Source: an optimization exercise on an open RTL-to-GDS flow (aim: small area). Production flows keep margins and buffers that such runs may drop. In this exercise RTL edits were held to simulation tests only and were not proved equivalent to the original. No activity file was given, so power comes from the tool's default toggle rates.

==> flow/design.v (excerpt) <==
module aims_core (
    input  wire         clk,
    input  wire         rst,           
    input  wire         host_we,
    input  wire [3:0]   host_addr,
    input  wire [63:0]  host_wdata,
    output wire [63:0]  host_rdata,
    input  wire [2:0]   rs_idx,
    output wire [31:0]  rs_data,
    output wire [9:0]   imem_addr,
    input  wire [127:0] imem_rdata
);
clock: 13.0 ns
lec_check: 0
cap_margin: 20
core_margin: 2
core_utilization: 40
place_density: 0.6
slew_margin: 20
synth_hierarchical: 1
standard.sh (not shown) runs the stock make flow with config.mk's settings and CLKGATE_MAP_FILE= SYNTH_SCRIPT=/design/flow/synth_recipe.tcl, a recipe that flattens the netlist after the stock synthesis.
==> flow/flow/run.sh <==
#!/bin/bash
export BUFFER_PORTS_ARGS="-buffer_cell sky130_fd_sc_hd__buf_1"
export CTS_ARGS="-sink_clustering_enable -repair_clock_nets -buf_list sky130_fd_sc_hd__clkbuf_16 -root_buf sky130_fd_sc_hd__clkbuf_16 -sink_clustering_size 24 -sink_clustering_max_diameter 80 -dont_use_dummy_load"
bash standard.sh > standard.log 2>&1
The baseline completed with no timing, DRC or antenna violations.
Rerun with:
==> flow/flow/run.sh (replaced) <==
#!/bin/bash
export BUFFER_PORTS_ARGS="-buffer_cell sky130_fd_sc_hd__buf_1"
export CTS_ARGS="-sink_clustering_enable -repair_clock_nets -buf_list sky130_fd_sc_hd__clkbuf_8 -root_buf sky130_fd_sc_hd__clkbuf_8 -sink_clustering_size 14 -sink_clustering_max_diameter 60 -dont_use_dummy_load"
bash standard.sh > standard.log 2>&1
Sequential power barely changes; sequential cell count does not change; worst setup slack hardly moves; utilization decreases by 0.32 points; clock power came out lower by 13%; combinational power stays flat; routed wire length increases by 0.49%.
Rerun with:
==> flow/run.sh (new file) <==
#!/bin/bash
# synth_recipe.tcl (not shown) runs the flow's synth.tcl, then flattens the netlist and writes it again
# the make line also repeats each setting of config.mk as NAME=value (left out here)
make -C /OpenROAD-flow-scripts/flow DESIGN_CONFIG=/design/flow/config.mk WORK_HOME=/design/flow/orfs CLKGATE_MAP_FILE= SYNTH_SCRIPT=/design/flow/synth_recipe.tcl finish
removed: flow/flow/run.sh
removed: flow/standard.sh
Effect: The new run completed with no timing, DRC or antenna violations; combinational power is higher by 38%; critical path depth does not change; cell area is higher by 13%; utilization is higher by 6.0 points; count of clock-buffer cells in the layout is higher by 29; routed wire length is higher by 4.2%; synthesized cell count stays the same; synthesized area is unchanged; sequential share of layout area is lower by 6.5 points; worst hold slack gains 11 ps.

---

== fjord ==
Another version of the RTL of aims_core (not shown whole).
For scale: ~1,200 cells after synthesis, about 430 flip-flops, ~19,000 um^2 of cells after synthesis.
==> flow/design.v (excerpt) <==
module aims_core (
    input  wire         clk,
    input  wire         rst,           
    input  wire         host_we,
    input  wire [3:0]   host_addr,
    input  wire [63:0]  host_wdata,
    output wire [63:0]  host_rdata,
    input  wire [2:0]   rs_idx,
    output wire [31:0]  rs_data,
    output wire [9:0]   imem_addr,
    input  wire [127:0] imem_rdata
);
    localparam [2:0] ST_IDLE   = 3'd0;
    localparam [2:0] ST_RUN    = 3'd1;
    localparam [2:0] ST_HALT   = 3'd2;
    localparam [2:0] ST_CAPPED = 3'd3;
    localparam [2:0] ST_FAULT  = 3'd4;
    localparam [2:0] PH_LOAD  = 3'd0;
    localparam [2:0] PH_WAIT  = 3'd1;
    localparam [2:0] PH_DEC   = 3'd2;
    localparam [2:0] PH_PASS  = 3'd3;
    localparam [2:0] PH_DRAIN = 3'd4;
    reg [31:0] x0, x1, x2, x3, x4, x5;    
    reg [31:0] T;                         
    reg [30:0] acc;                       
    reg        cs;                        
    reg [2:0]  mi;                        
    reg        mvld;                      
    reg [31:0] ite, ito;                  
    reg [63:0] cap_n;
    reg [9:0]  pcr;                       
    reg [2:0]  state;
    reg [2:0]  ph;
    reg [4:0]  cnt;
    reg        zf;         
    reg        c_alu;      
    reg        c_pc;       
  ...
clock: 13.0 ns
lec_check: 0
cap_margin: 20
core_margin: 2
core_utilization: 70
place_density: 0.8
slew_margin: 20
synth_hierarchical: 1
==> flow/flow/run.sh <==
#!/bin/bash
export BUFFER_PORTS_ARGS="-buffer_cell sky130_fd_sc_hd__buf_1"
export CTS_ARGS="-sink_clustering_enable -repair_clock_nets -buf_list sky130_fd_sc_hd__clkbuf_8 -root_buf sky130_fd_sc_hd__clkbuf_8 -sink_clustering_size 14 -sink_clustering_max_diameter 60 -dont_use_dummy_load"
bash standard.sh > standard.log 2>&1
## Diff of input files: tundra against fjord
- swapping 70 for 60 in CORE_UTILIZATION
- swapping 0.8 for 0.75 in PLACE_DENSITY
==> flow/flow/run.sh <==
#!/bin/bash
export BUFFER_PORTS_ARGS="-buffer_cell sky130_fd_sc_hd__buf_1"
export CTS_ARGS="-sink_clustering_enable -repair_clock_nets -buf_list sky130_fd_sc_hd__clkbuf_8 -root_buf sky130_fd_sc_hd__clkbuf_8 -sink_clustering_size 17 -sink_clustering_max_diameter 60 -dont_use_dummy_load"
bash standard.sh > standard.log 2>&1
Findings:
- Looking at first-iteration DRC count, tundra sits below fjord.
- tundra: worst setup slack 95 ps above fjord
- Register share of the cell area delta (tundra -> fjord): insignificant
- Diff tundra and fjord: share of the clock period used by the worst path lower in tundra
- fjord has a lower hold slack than tundra.

---

build 64:
aims_core, a different RTL version from the one above (not shown whole).
Size: about 310 I/O pins, ~19,000 um2 of cells after synthesis.
Settings: LEC_CHECK=0, CAP_MARGIN=20, CORE_MARGIN=2, CORE_UTILIZATION=70, PLACE_DENSITY=0.8, SLEW_MARGIN=20, SYNTH_HIERARCHICAL=1; clock period 13.0 ns.
==> flow/flow/run.sh <==
#!/bin/bash
export BUFFER_PORTS_ARGS="-buffer_cell sky130_fd_sc_hd__buf_1"
export CTS_ARGS="-sink_clustering_enable -repair_clock_nets -buf_list sky130_fd_sc_hd__clkbuf_8 -root_buf sky130_fd_sc_hd__clkbuf_8 -sink_clustering_size 17 -sink_clustering_max_diameter 60 -dont_use_dummy_load"
bash standard.sh > standard.log 2>&1
Inputs modified between build 64 and build 9:
- a change of PLACE_DENSITY from 0.8 to 0.75
- a change of CORE_UTILIZATION from 70 to 60
==> flow/flow/run.sh <==
#!/bin/bash
export BUFFER_PORTS_ARGS="-buffer_cell sky130_fd_sc_hd__buf_1"
export CTS_ARGS="-sink_clustering_enable -repair_clock_nets -buf_list sky130_fd_sc_hd__clkbuf_8 -root_buf sky130_fd_sc_hd__clkbuf_8 -sink_clustering_size 14 -sink_clustering_max_diameter 60 -dont_use_dummy_load"
bash standard.sh > standard.log 2>&1
Notes after the runs:
Having completed the whole flow, build 9 delivered a layout that passed the timing, design-rule and antenna checks.
For combinational logic power, build 64 and build 9 come out practically identical.
Summary of build 9 over build 64: part of the power in the clock network rose by 2.1 points; overall die area rose by about 16%; smallest setup slack after layout rose by 0.032 ns; critical path depth fell by 11; number of placed instances, taps included rose by 2.9%.
Of build 9 and build 64, the run reporting the lower worst-path maximum fanout was build 9.
Build 9 against build 64: design area picked up an extra about 0.8%; minimum clock period lost 0.032 ns; relative slew slack picked up an extra 3.4 points.
diff inputs: build 9 => build 49
- PLACE_DENSITY changed from 0.75 to 0.8
- CORE_UTILIZATION changed from 60 to 70
### Flow results
Delta (build 49 minus build 9): hold-critical path depth now sits at about the same level; setup slack lost 0.026 ns. Summary: first-pass GRT wire length, build 49 better than build 9.

## re-timing with driven ports
How much do the figures lean on ideal ports? The routed layouts below were timed once more, with nothing changed but the port constraints.
Step 1 assumes that a clkbuf_16 drives the clock port and a buf_2 every other input.
Step 2 also shifts input and output timing later by t, the mid clock arrival at the registers, as if the neighbouring blocks saw the same clock.
Three values: no drivers, after step 1, after step 2; two values: the first two.
run | t (ns) | setup WS [ns] | worst setup path at the end | clock arrival spread, ns
the first run of note 1 | 0.619 | 0.313 / 0.313 / 0.313 | register to register | 0.070 / 0.070
the second run of note 1 | 0.633 | 0.315 / 0.315 / 0.315 | register to register | 0.070 / 0.071
the third run of note 1 | 0.628 | 0.303 / 0.303 / 0.303 | register to register | 0.025 / 0.026
fjord | 0.588 | 3.948 / 3.948 / 3.948 | register to register | 0.056 / 0.056
tundra | 0.643 | 4.044 / 4.044 / 4.044 | register to register | 0.048 / 0.048
build 64 | 0.651 | 3.987 / 3.987 / 3.987 | register to register | 0.070 / 0.070
build 9 | 0.581 | 4.019 / 3.947 / 3.947 | input to output | 0.077 / 0.077
build 49 | 0.588 | 3.993 / 3.993 / 3.993 | register to register | 0.051 / 0.051
After both steps every run listed still meets setup and hold. For build 9, which loses most, drivers alone change the setup slack by -0.072 ns; drivers and shift together by -0.072 ns.
